Context: an optimization exercise on an open-source flow, tuned for small area, a short achievable clock period and few clock cycles. The choices shown serve that exercise and are no tape-out recipe. The RTL was checked by simulation tests, not by an equivalence proof against the original design. Power and IR drop assume default switching activity.

==> inputs of run K <==
## bfsk_demod
module bfsk_demod (
    input  wire        clk,
    input  wire        rst,
    input  wire        in_valid,
    output wire        in_ready,
    input  wire [1:0]  in_op,
    input  wire [39:0] in_data,
    output reg         bit_valid,
    output reg         bit_val,
    output reg         bit_lock,
    output reg         byte_valid,
    output reg  [7:0]  byte_data
);
==> flow/config.mk <==
export PLATFORM = sky130hd
export DESIGN_NAME = bfsk_demod
export DESIGN_NICKNAME = bfsk_demod
export VERILOG_FILES = /design/flow/design.v
export SDC_FILE = /design/flow/constraint.sdc
export NUM_CORES = 4
export LEC_CHECK = 0
export ABC_AREA = 1
export CAP_MARGIN = 20
export CORE_MARGIN = 2
export CORE_UTILIZATION = 60
export SLEW_MARGIN = 20
==> flow/constraint.sdc <==
create_clock -name core_clock -period 22.0 [get_ports {clk}]
set_input_delay 4.4000 -clock core_clock [delete_from_list [all_inputs] [get_ports {clk}]]
set_output_delay 4.4000 -clock core_clock [all_outputs]
set_load 0.01 [all_outputs]
standard.sh (not shown) runs the stock make flow with config.mk's settings and CLKGATE_MAP_FILE= SYNTH_SCRIPT=/design/flow/synth_recipe.tcl, a recipe that flattens the netlist after the stock synthesis.
==> flow/flow/run.sh <==
#!/bin/bash
set -euo pipefail
sed '1s/yosys synth -nofsm -noshare {/yosys synth -nofsm -noshare -noabc {/' synth_recipe.tcl \
    > synth_noabc.tcl
grep -q -- '-noshare -noabc {' synth_noabc.tcl
bash standard.sh SYNTH_SCRIPT="$PWD/synth_noabc.tcl" \
    BUFFER_PORTS_ARGS="-buffer_cell sky130_fd_sc_hd__buf_2" \
    SETUP_SLACK_MARGIN=16.5 CTS_CLUSTER_SIZE=24 CTS_CLUSTER_DIAMETER=120 finish \
    > flow_make.log 2>&1
==> run C (differences from run K) <==
--- a/flow/design.v
+++ b/flow/design.v
@@ -1466,11 +1466,11 @@
     input  wire [39:0] in_data,
     output reg         bit_valid,
     output reg         bit_val,
     output reg         bit_lock,
     output reg         byte_valid,
-    output reg  [7:0]  byte_data
+    output wire [7:0]  byte_data
 );
     localparam [1:0] OP_SAMPLE = 2'd0;
     localparam [1:0] OP_RESET  = 2'd1;
     localparam [1:0] OP_CFG    = 2'd2;
     reg         rdy;
@@ -1521,11 +1521,11 @@
     reg  [7:0]  n;
     reg         fresh;                  
     reg  [23:0] q1_0, q2_0, q1_1, q2_1;
     reg         ld_pend;                
     wire [11:0] x     = d_r[11:0];
-    wire [11:0] x_eff = fresh ? 12'd0 : x;    
+    reg  [11:0] x_eff;                  
     wire [25:0] t0, t1;
     bfsk_gstep g0 (.b_neg(c0_neg), .b_one(c0_one), .b_two(c0_two),
                    .q1(q1_0), .q2(q2_0), .x(x_eff), .t(t0));
     bfsk_gstep g1 (.b_neg(c1_neg), .b_one(c1_one), .b_two(c1_two),
                    .q1(q1_1), .q2(q2_1), .x(x_eff), .t(t1));
@@ -1543,10 +1543,11 @@
         end
     end
     wire fresh_nx = rst || do_clear || (do_samp ? at_end : fresh);
     always @(posedge clk) begin
         fresh <= fresh_nx;
+        x_eff <= fresh_nx ? 12'd0 : in_data[11:0];
         if (rst) begin
             n       <= 8'd0;
             ld_pend <= 1'b0;
         end else begin
             ld_pend <= close;
@@ -1657,19 +1658,15 @@
     end
     reg        locked;
     reg        last_b;
     reg  [6:0] run;                     
     reg  [2:0] bp_cnt;
-    reg  [6:0] sh;                      
+    reg  [7:0] sh;
     wire       alt      = bit_r != last_b;
     wire [6:0] run_nx   = !alt ? 7'd1 : (run[6] ? run : run + 7'd1);
     wire       lock_now = !locked && bit_r && run_nx[6];
-    always @(posedge clk) begin
-        bit_val   <= bit_r;
-        bit_lock  <= locked || lock_now;
-        byte_data <= {sh, bit_r};
-    end
+    assign byte_data = sh;
     always @(posedge clk) begin
         if (rst) begin
             locked     <= 1'b0;
             last_b     <= 1'b0;
             run        <= 7'd1;
@@ -1678,19 +1675,21 @@
             byte_valid <= 1'b0;
         end else begin
             bit_valid  <= bit_pend;
             byte_valid <= bit_pend && locked && bp_cnt == 3'd7;
             if (bit_pend) begin
+                bit_val  <= bit_r;
+                bit_lock <= locked || lock_now;
                 if (!locked) begin
                     last_b <= bit_r;
                     run    <= run_nx;
                     if (lock_now) begin
                         locked <= 1'b1;
                         bp_cnt <= 3'd0;
                     end
                 end else begin
-                    sh     <= {sh[5:0], bit_r};
+                    sh     <= {sh[6:0], bit_r};
                     bp_cnt <= bp_cnt + 3'd1;
                 end
             end
             if (sync_clear) begin
                 locked <= 1'b0;
==> flow/flow/run.sh (replaced) <==
#!/bin/bash
set -euo pipefail
bash standard.sh SETUP_SLACK_MARGIN=16.5 CTS_CLUSTER_SIZE=24 CTS_CLUSTER_DIAMETER=120 finish \
    > flow_make.log 2>&1
- ABC_AREA: 1 -> default
==> comparison <==
Run K passed the timing, DRC and antenna checks. Run C finished clean. In run K the clock skew is higher than in run C, by 0.0036 ns. Between run K and run C, the lower utilization is in run C (gap 0.95 points). In run K the synthesized area is lower than in run C, by 4.2%. Of run K and run C, run K has the higher register-to-register slack (gap 0.47 ns). Of run K and run C, run K has the higher final cell count (gap 0.80%, measured against run C). Of run C and run K, run K has the higher fmax (gap 7.2%, measured against run K). Of run K and run C, run K has the higher global-route usage (gap 3.2 points).
==> figures <==
Outcome: run C complete, no violations; run K complete, no violations
Antenna Cells: run C 0; run K 2
Clock input transition at the sequential cells of the worst setup and hold paths: run C 0.11 ns; run K 0.09 ns
Area share of fa/ha/maj cells after synthesis: run C 0.265; run K 0.271
Effective utilization at floorplan: run C 0.603; run K 0.609
Placed Cells incl. Taps: run C 5134; run K 5196
Sequential cell count: run C 437; run K 431
Pwr per Cell Area: run C 67.7 nW/um^2; run K 76.8 nW/um^2
Cts repair resizes: run C 186; run K 167
HPWL reported at the end of detailed placement: run C 84200 microns; run K 94900 microns
Total Die Area: run C 72100 sq um; run K 69200 sq um
Sequential element share of the synthesized area: run C 0.269; run K 0.277
Largest net degree at the start of global routing: run C 103; run K 135
Complex-gate fraction of the synthesized area: run C 0.168; run K 0.142
Crit path capture type: run C register; run K output port
Net count of the mapped netlist: run C 5063; run K 5128
Testbench counts of run K, summed over its fixed seeds: cycles 88,023.
Testbench counts of run C, summed over its fixed seeds: cycles 88,023.

==> separate check: timing with driven ports <==
The results above use ideal ports. As a check the final layouts listed here were re-extracted and re-timed, cells and wires unchanged.
Step 1: set_driving_cell puts a clkbuf_16 on clk and a buf_2 on each other input, an assumption about the parent block.
Step 2 moves the port delays by t, midway between the first and last clock arrival at a register: inputs arrive t later, outputs are due t later. That takes back most of the time a late clock gives input paths.
Three values: no drivers, after step 1, after step 2; two values: the first two.
| run | t (ns) | slack for setup (ns) | worst setup path at the end |
|---|---|---|---|
| run K | 0.685 | 16.534 / 16.464 / 16.379 | input to register |
| run C | 0.666 | 16.112 / 16.112 / 15.592 | input to register |
After both steps every run listed still meets setup and hold. For run C, which loses most, drivers alone change the setup slack by 0.000 ns; drivers and shift together by -0.520 ns.
